From an optimization exercise on the open Yosys and OpenROAD flow, aimed at small area; shortcuts taken in it are not production practice.
The RTL was checked by simulation tests, not by an equivalence proof against the original design.
Power is estimated from default activity; no workload was simulated.

Design fcps, start of the top module:
module fcps (
    input  wire        clk,
    input  wire        rst,
    input  wire        bus_we,
    input  wire [8:0]  bus_addr,
    input  wire [31:0] bus_wdata,
    output reg  [31:0] bus_rdata,
    output wire        irq,
    input  wire        tick,
    output wire        tp_open_req,
    output wire [31:0] tp_baud,
    input  wire        tp_open_ok,
    input  wire        tp_open_err,
    output wire        rts,
    output wire        dtr,
    input  wire        tp_rts_unsup,
    input  wire        tp_dtr_unsup,
    output wire        tp_flush_in,
    output wire        tp_flush_out,
    output wire        tx_valid,
    output wire [7:0]  tx_data,
    input  wire        tx_ready,
    input  wire        tp_wr_err,
    input  wire        rx_valid,
    input  wire [7:0]  rx_data,
    output wire        tp_close
);
    localparam RXCAP = 256;
    localparam [3:0] PH_IDLE = 4'd0, PH_OPEN = 4'd1, PH_RTS = 4'd2, PH_SETTLE1 = 4'd3,
                     PH_DTR = 4'd4, PH_SETTLE2 = 4'd5, PH_PURGE = 4'd6, PH_TX = 4'd7,
                     PH_AWAIT = 4'd8, PH_NEXT = 4'd9, PH_CLOSE = 4'd10, PH_QUIET = 4'd11;
    localparam [3:0] SS_CREATED = 4'd0, SS_LINECOND = 4'd1, SS_PURGED = 4'd2, SS_SENT = 4'd3,
                     SS_AWAITING = 4'd4, SS_DECODED = 4'd5, SS_TIMEDOUT = 4'd6,
                     SS_FRAMEINVALID = 4'd7, SS_DEVERROR = 4'd8, SS_WRITEFAILED = 4'd9,
                     SS_CLOSED = 4'd10;
    localparam [3:0] R_OK = 4'd0, R_EMPTY = 4'd1, R_TOOSHORT = 4'd2, R_DEVERR = 4'd3,
                     R_MISSINGACK = 4'd4, R_MISSINGEND = 4'd5, R_TIMEOUT = 4'd6,
                     R_WRITEERR = 4'd7, R_OPENERR = 4'd8, R_EXHAUSTED = 4'd9, R_NONE = 4'd15;
    localparam [3:0] OP_NOP = 4'h0, OP_ENCODE = 4'h1, OP_DECODE = 4'h2, OP_WAKE = 4'h3,
                     OP_OPEN = 4'h4, OP_PURGE = 4'h5, OP_SEND = 4'h6, OP_AWAIT = 4'h7,
                     OP_CLOSE = 4'h8, OP_RUN = 4'h9, OP_CANCEL = 4'hA;
    reg [16:0]  op_s;       
    wire [31:0] op_q = {10'd0, op_s[16:15], 1'b0, op_s[14:4], 4'd0, op_s[3:0]};
    reg [3:0]   sstate;
    reg         runf, done, topen;
    reg [3:0]   result;
    reg         lcu_rts, lcu_dtr, rx_ovf, rx_late;
    reg [1:0]   operr;
    reg         cancel_pend, close_pend;
    reg [3:0]   phase;
    reg [7:0]   cmdop;
    reg         req_ck;
  ...
Size: about 9,000 cells after synthesis, ~140 I/O pins.
==> flow/config.mk <==
export PLATFORM = sky130hd
export DESIGN_NAME = fcps
export DESIGN_NICKNAME = fcps
export VERILOG_FILES = /design/flow/design.v
export SDC_FILE = /design/flow/constraint.sdc
export NUM_CORES = 8
export LEC_CHECK = 0
export CAP_MARGIN = 30
export CORE_MARGIN = 2
export CORE_UTILIZATION = 65
export SLEW_MARGIN = 20
export SYNTH_HIERARCHICAL = 1
==> flow/constraint.sdc <==
create_clock -name core_clock -period 20.0 [get_ports {clk}]
set_input_delay 4.0000 -clock core_clock [delete_from_list [all_inputs] [get_ports {clk}]]
set_output_delay 4.0000 -clock core_clock [all_outputs]
set_load 0.01 [all_outputs]
standard.sh (not shown) runs the stock make flow with config.mk's settings and CLKGATE_MAP_FILE= SYNTH_SCRIPT=/design/flow/synth_recipe.tcl, a recipe that flattens the netlist after the stock synthesis.
==> flow/flow/run.sh <==
#!/bin/bash
# The standard layout, with the clock tree built without dummy loads from
# clkbuf_8 clusters, and the ports buffered with the smallest buffer.
set -euo pipefail
CTS="-sink_clustering_enable -repair_clock_nets -dont_use_dummy_load"
CTS="$CTS -buf_list sky130_fd_sc_hd__clkbuf_8 -sink_clustering_size 16 -sink_clustering_max_diameter 50"
bash standard.sh "CTS_ARGS=$CTS" "BUFFER_PORTS_ARGS=-buffer_cell sky130_fd_sc_hd__buf_1" finish > flow_make.log 2>&1
Edit:
CAP_MARGIN = 25   (was 30)
Outcome: The changed run went through all stages and came out clean. Area after synthesis is unchanged. Clock skew decreases by 0.0095 ns. Cell count decreases by 0.40%. Total power hardly moves. Via count stays flat. Critical path depth is unchanged.
Edit:
CAP_MARGIN = 30   (was 25)
CORE_UTILIZATION = 60   (was 65)
After rerunning: The new run finished with timing, DRC and antenna clean. Count of clock-buffer cells in the layout is unchanged. Clock skew stays flat. Wire length went up by about 1.2%.
Edit:
CORE_UTILIZATION = 68   (was 60)
The changed run finished clean. Sequential share of layout area is higher by 0.22 points. Total power drops slightly. Critical path depth is unchanged. Via count grows slightly. Final cell count drops by a few percent. Wire length shrinks by a few percent. Clock-buffer cell count came out lower by 9. Flip-flop and latch count is unchanged. Die area goes down by roughly a tenth. Global-route usage increases by 4.5 points.

========
Another version of the RTL of fcps (not shown whole).
Size in the first run: ~100000 µm² of cells after synthesis.
Settings: LEC_CHECK=0, CAP_MARGIN=20, CORE_MARGIN=2, CORE_UTILIZATION=50, SLEW_MARGIN=20, SYNTH_HIERARCHICAL=1; clock period 20.0 ns.
Scripts as last shown in full above: flow/flow/run.sh
Change:
==> flow/run.sh (new file) <==
#!/bin/bash
# synth_recipe.tcl (not shown) runs the flow's synth.tcl, then flattens the netlist and writes it again
# the make line also repeats each setting of config.mk as NAME=value (left out here)
make -C /OpenROAD-flow-scripts/flow DESIGN_CONFIG=/design/flow/config.mk WORK_HOME=/design/flow/orfs CLKGATE_MAP_FILE= SYNTH_SCRIPT=/design/flow/synth_recipe.tcl finish
CTS_BUF_LIST = sky130_fd_sc_hd__clkbuf_16   (was default)
CTS_CLUSTER_DIAMETER = 60   (was default)
CTS_CLUSTER_SIZE = 25   (was default)
removed: flow/flow/run.sh
removed: flow/standard.sh
What happened: Routed wire length climbs by 1.3%; design area rose by 3.3%; area after synthesis stays the same; die area does not change; cell count rose by 0.71%; via count grows by 0.76%; setup slack gets worse by 700 ps; total power climbs by 13%.

## port drivers added, routing unchanged
No port has a modelled driver above. Below, the same layouts with a new extraction and two added sets of constraints. Step 1: set_driving_cell puts a clkbuf_16 on clk and a buf_2 on each other input, an assumption about the parent block. Step 2 moves the port delays by t, midway between the first and last clock arrival at a register: inputs arrive t later, outputs are due t later. That takes back most of the time a late clock gives input paths. Three values: no drivers, after step 1, after step 2; two values: the first two.
run | t, ns | slack for setup (ns) | clock arrival spread, ns | worst slew at a driven data input, ns | pins driven straight from the clock port
the first run of note 1 | 1.043 | 6.217 / 6.195 / 6.195 | 0.151 / 0.152 | 0.19 | 1
the second run of note 1 | 1.026 | 6.390 / 6.364 / 6.364 | 0.140 / 0.139 | 0.18 | 1
the third run of note 1 | 1.081 | 6.347 / 6.324 / 6.324 | 0.141 / 0.141 | 0.17 | 1
the fourth run of note 1 | 1.042 | 6.456 / 6.432 / 6.432 | 0.116 / 0.116 | 0.16 | 1
the first run of note 2 | 1.123 | 6.382 / 6.360 / 6.360 | 0.152 / 0.152 | 0.21 | 1
the second run of note 2 | 0.962 | 5.681 / 5.662 / 5.662 | 0.039 / 0.040 | 0.17 | 1
After both steps every run listed still meets setup and hold. The setup slack of the second run of note 1, which loses most, moves by -0.026 ns with the drivers and by -0.026 ns with both steps.
